What follows belongs to an exercise in optimizing a design on an open flow for small area, a short achievable clock period and few clock cycles; a production flow would make more cautious choices.
Function was checked by simulation only, so behaviour that the tests miss may differ from the original.
No activity file was given, so power comes from the tool's default toggle rates.

Setup of run 1:
Design eac3lc, start of the top module:
module eac3lc (
    input  wire        clk,
    input  wire        rst,
    input  wire        host_req,
    input  wire        host_we,
    input  wire        host_buf,
    input  wire [7:0]  host_addr,
    input  wire [31:0] host_wdata,
    output reg  [31:0] host_rdata,
    output wire        busy
);
For scale: about 4,700 cells after synthesis, about 78 I/O pins, about 0.045 mm2 of cells after synthesis.
clock: 12.0 ns
lec_check: 0
cap_margin: 20
core_margin: 2
core_utilization: 40
cts_cluster_diameter: 60
cts_cluster_size: 20
place_density: 0.5
slew_margin: 20
standard.sh (not shown) runs the stock make flow with config.mk's settings and CLKGATE_MAP_FILE= SYNTH_SCRIPT=/design/flow/synth_recipe.tcl, a recipe that flattens the netlist after the stock synthesis.
==> flow/flow/run.sh <==
#!/bin/bash
# The standard layout, with the timing repair aiming 8 ns below the clock
# period and free to resize cells across footprints. Each step's full output
# stays in the ORFS logs under orfs/logs; make's own output goes to make.log.
set -euo pipefail
bash standard.sh SETUP_SLACK_MARGIN=8 MATCH_CELL_FOOTPRINT=0 finish > make.log 2>&1
In summary, run 1 completed successfully, with a layout that passed the timing, design-rule and antenna checks.
Testbench counts of run 1, summed over its fixed seeds: cycles 26,169.
--- input diff run 1..run 2 ---
--- a/flow/design.v
+++ b/flow/design.v
@@ -51,21 +51,22 @@
     reg [6:0]  frame_count;
     reg [6:0]  trim;
     reg [6:0]  cursor;
     reg        st_busy, st_done;
     reg        busy_o;       
     reg [3:0]  st_outcome;
     reg [7:0]  st_last_op;
     reg        st_overrun, st_conflict;
     reg [63:0] rowq;         
     reg [31:0] regq;         
-    reg [7:0]  hsel;         
+    reg [31:0] hq4;          
+    reg [3:0]  hsel;         
     reg [3:0]  state;
     reg [1:0]  mode;         
     reg        is_run, is_fp;
     reg [1:0]  bop;          
     reg [6:0]  ptr;          
     reg [6:0]  lim;          
     reg        abig;         
     reg [6:0]  qa;           
     reg        v;            
     reg [7:0]  vmask;        
@@ -288,30 +289,31 @@
             R_FCOUNT: reg_rdata = {25'd0, frame_count};
             R_TRIM:   reg_rdata = {25'd0, trim};
             R_CURSOR: reg_rdata = {25'd0, cursor};
             R_CAP:    reg_rdata = 32'd64;
             default:  reg_rdata = 32'd0;
         endcase
     end
     always @(posedge clk) begin
         rowq <= row;
         regq <= host_buf ? 32'd0 : reg_rdata;
-        for (i = 0; i < 8; i = i + 1)
-            hsel[i] <= host_buf && h_buf_ok && host_addr[2:0] == i[2:0];
+        hq4  <= host_addr[2] ? row[63:32] : row[31:0];
+        for (i = 0; i < 4; i = i + 1)
+            hsel[i] <= host_buf && h_buf_ok && host_addr[1:0] == i[1:0];
         qa   <= st_busy ? ptr : {1'b0, host_addr[5:3], 3'b000};
         qin  <= p_lt;
     end
     reg [7:0] hbyte;
     always @* begin
         hbyte = 8'h00;
-        for (i = 0; i < 8; i = i + 1)
-            hbyte = hbyte | (rowq[8*i +: 8] & {8{hsel[i]}});
+        for (i = 0; i < 4; i = i + 1)
+            hbyte = hbyte | (hq4[8*i +: 8] & {8{hsel[i]}});
         host_rdata = {regq[31:8], regq[7:0] | hbyte};
     end
     always @(posedge clk) begin
         if (rst) begin
             len_q <= 7'd0;
             arg_a <= 32'd0;
             arg_b <= 32'd0;
             arg_c <= 32'd0;
         end else if (h_reg_wr) begin
             case (h_reg)
--- outcome ---
Run 2 went all the way through the flow, and no timing, DRC or antenna check failed. Run 1: no failed stages, no open violations at the end. Run 2 vs run 1: aggregate global-route resource usage up in run 2. Taking run 1 as the reference, in run 2 clock network fraction of total power moved up, initial cell density of the core moved up. On layout clock buffer count: run 2 sits above run 1. Looking at cell area, run 2 sits 0.0012 mm2 higher than run 1 does. Core utilization: run 2 higher than run 1. Lower cell count after placement was reported by run 2, not run 1. The run showing the greater maximum clock rate is run 2. The number of antenna repair diodes of run 2 is lower than that of run 1. Final instance count without filler cells for run 2: 0.89% down relative to run 1.
Testbench counts of run 2, summed over its fixed seeds: cycles 26,169.

========
## red
eac3lc, a different RTL version from the one above (not shown whole).
For scale: roughly 45,000 µm² of cells after synthesis.
==> flow/config.mk <==
export PLATFORM = sky130hd
export DESIGN_NAME = eac3lc
export DESIGN_NICKNAME = eac3lc
export VERILOG_FILES = /design/flow/design.v
export SDC_FILE = /design/flow/constraint.sdc
export NUM_CORES = 4
export LEC_CHECK = 0
export CAP_MARGIN = 20
export CORE_MARGIN = 2
export CORE_UTILIZATION = 40
export PLACE_DENSITY = 0.5
export SLEW_MARGIN = 20
==> flow/constraint.sdc <==
create_clock -name core_clock -period 12.0 [get_ports {clk}]
set_input_delay 2.4000 -clock core_clock [delete_from_list [all_inputs] [get_ports {clk}]]
set_output_delay 2.4000 -clock core_clock [all_outputs]
set_load 0.01 [all_outputs]
Scripts as last shown in full above: flow/flow/run.sh
Testbench counts of red, summed over its fixed seeds: cycles 25,847.
Here is what was changed in the inputs of blue compared with red.
--- a/flow/design.v
+++ b/flow/design.v
@@ -93,14 +93,13 @@
     wire [3:0]  h_reg    = host_addr[5:2];
     wire        cmd_wr   = h_reg_wr && h_reg == R_CMD;
     wire        accept   = cmd_wr && !st_busy;
     wire        h_buf_ok = !st_busy && host_addr[7:6] == 2'b00;
     wire [7:0]  cwl      = host_wdata[7:0];
     wire        cw_hi0   = host_wdata[31:8] == 24'd0;
-    wire [5:0]  pre_a = host_wdata[0] ? 6'd0 : arg_a[5:0];
-    wire [2:0]  ra  = st_busy ? ptr[5:3] : host_buf ? host_addr[5:3] : pre_a[5:3];
+    wire [2:0]  ra  = st_busy ? ptr[5:3] : host_addr[5:3];
     wire [63:0] row = mem[64*ra +: 64];
     wire        a_hi6   = |arg_a[31:6];
     wire        a_hi9   = |arg_a[31:9];
     wire        b_hi7   = |arg_b[31:7];
     wire        b_zero  = arg_b == 32'd0;
     wire [6:0]  cc_end  = (b_hi7 || arg_b[6:0] > len_q) ? len_q : arg_b[6:0];
@@ -125,17 +124,12 @@
     end
     reg  [7:0]  i0mask;
     always @* begin
         for (j = 0; j < 8; j = j + 1)
             i0mask[j] = {4'd0, j[2:0]} < len_q;
     end
-    reg  [7:0]  amask;
-    always @* begin
-        for (j = 0; j < 8; j = j + 1)
-            amask[j] = !a_hi6 && (j[2:0] >= arg_a[2:0]) && ({1'b0, arg_a[5:3], j[2:0]} < sf_lim);
-    end
     reg  [7:0]  is0b, is77;
     reg  [7:0]  cand;
     always @* begin
         for (j = 0; j < 8; j = j + 1) begin
             is0b[j] = rowq[8*j +: 8] == 8'h0B;
             is77[j] = rowq[8*j +: 8] == 8'h77;
@@ -300,13 +294,13 @@
     end
     always @(posedge clk) begin
         rowq <= row;
         regq <= host_buf ? 32'd0 : reg_rdata;
         for (i = 0; i < 8; i = i + 1)
             hsel[i] <= host_buf && h_buf_ok && host_addr[2:0] == i[2:0];
-        qa   <= st_busy ? ptr : {1'b0, pre_a};
+        qa   <= st_busy ? ptr : {1'b0, host_addr[5:3], 3'b000};
         qin  <= p_lt;
     end
     reg [7:0] hbyte;
     always @* begin
         hbyte = 8'h00;
         for (i = 0; i < 8; i = i + 1)
@@ -387,22 +381,20 @@
             crc        <= (cwl[4] && cwl[1]) ? arg_c[15:0] :
                           (cwl[4] && !cwl[0]) ? {arg_b[7:0], 8'h00} :
                           (arg_c[15:0] ^ {arg_b[7:0], 8'h00});
             ptr        <= (cwl[5:4] == 2'b00) ? {1'b0, arg_a[8:3]} :
                           (cwl[5] && cwl[1:0] == 2'b11) ? 7'd8 :
                           (cwl[5] && cwl[1:0] != 2'b00) ? ({1'b0, arg_a[5:0]} + 7'd2) :
-                          cwl[5] ? {{1'b0, arg_a[5:3]} + 4'd1, 3'b000} :
-                          {arg_a[5:1] + 6'd1, 1'b0};
+                          {1'b0, arg_a[5:0]};
             sa         <= (cwl[5] && cwl[1:0] == 2'b11) ? 7'd0 : {1'b0, arg_a[5:0]};
             abig       <= (cwl[5:4] == 2'b00) ? a_hi9 : (cwl[5] && cwl[1:0] == 2'b11) ? 1'b0 : a_hi6;
             mode       <= (cwl[5] && cwl[1:0] == 2'b11) ? M_SEEK : M_FIND;
-            v          <= (cwl[5] && (cwl[1:0] == 2'b11 || cwl[1:0] == 2'b00)) ||
-                          (cwl[4] && cwl[1]);
-            vmask      <= cwl[0] ? i0mask : amask;
-            vl0        <= !a_hi6 && !arg_a[0] && {1'b0, arg_a[5:0]} < cc_end;
-            vl1        <= !a_hi6 && {1'b0, arg_a[5:1], 1'b1} < cc_end;
+            v          <= cwl[5] && cwl[1:0] == 2'b11;
+            vmask      <= i0mask;
+            vl0        <= 1'b0;
+            vl1        <= 1'b0;
             carry0b    <= 1'b0;
             is_run     <= cw_hi0 && cwl == 8'h23;
             is_fp      <= cwl[1];
             ckp        <= 2'd0;
             case (cwl)
                 8'h01, 8'h02, 8'h03: state <= S_BT0;
--- outcome ---
- As far as maximum level of the CTS H-tree goes, red and blue are indistinguishable; the numbers are identical.
- blue vs red, post-detailed-placement half-perimeter wirelength went up by about 2.4%.
- Compared with red, routed length on met3 in blue increased slightly.
- blue ends up with a non-clock buffer count that is 152 lower than in red.
- Going from red to blue, wire length of the first global-routing pass grows by about 2.3%.
- The depth of the worst register-to-register path of blue is lower than that of red.
- Taking red as the reference point, the number of buffers created by CTS of blue rises by about 2%.
- Between red and blue, post-layout instance count excluding filler cells increased.
- Re met2 layer usage reported by global route: blue is 1.3 points down on red.
- Compared with red, number of global-route vias before repair in blue increased by a few percent.
- Looking at non-clock buffer area fraction after layout, blue sits below red.
- Comparing number of library cell types mapped by synthesis for blue and red, the bigger number came from red.
Testbench counts of blue, summed over its fixed seeds: cycles 26,169.

[afterwards: timing with drivers on the ports]
The flow's constraints put no driver on any port. The routed layouts listed below were extracted and timed again, unchanged, in two steps.
Step 1 sets driving cells, clkbuf_16 on the clock port and buf_2 on the other inputs (assumed; they add their load-dependent delay and slew).
Step 2 times the ports against the registers' clock, not the clock port: input delays grow and output delays shrink by t, the midpoint of the rising clock arrivals with the driver on.
a / b / c = ideal ports / drivers / drivers and shift; a / b = the first two.
| run | t (ns) | setup slack, ns | worst setup path at the end | worst data-port slew with drivers (ns) | pins driven straight from the clock port |
|---|---|---|---|---|---|
| run 1 | 0.757 | 7.461 / 7.383 / 7.192 | input to register | 0.08 | 1 |
| run 2 | 0.780 | 7.656 / 7.656 / 7.140 | input to register | 0.14 | 1 |
| red | 0.768 | 7.575 / 7.500 / 7.275 | input to register | 0.10 | 1 |
| blue | 0.772 | 7.469 / 7.389 / 7.227 | input to register | 0.08 | 1 |
After both steps setup and hold are still met in every run listed. The setup slack of run 2, which loses most, moves by 0.000 ns with the drivers and by -0.516 ns with both steps.
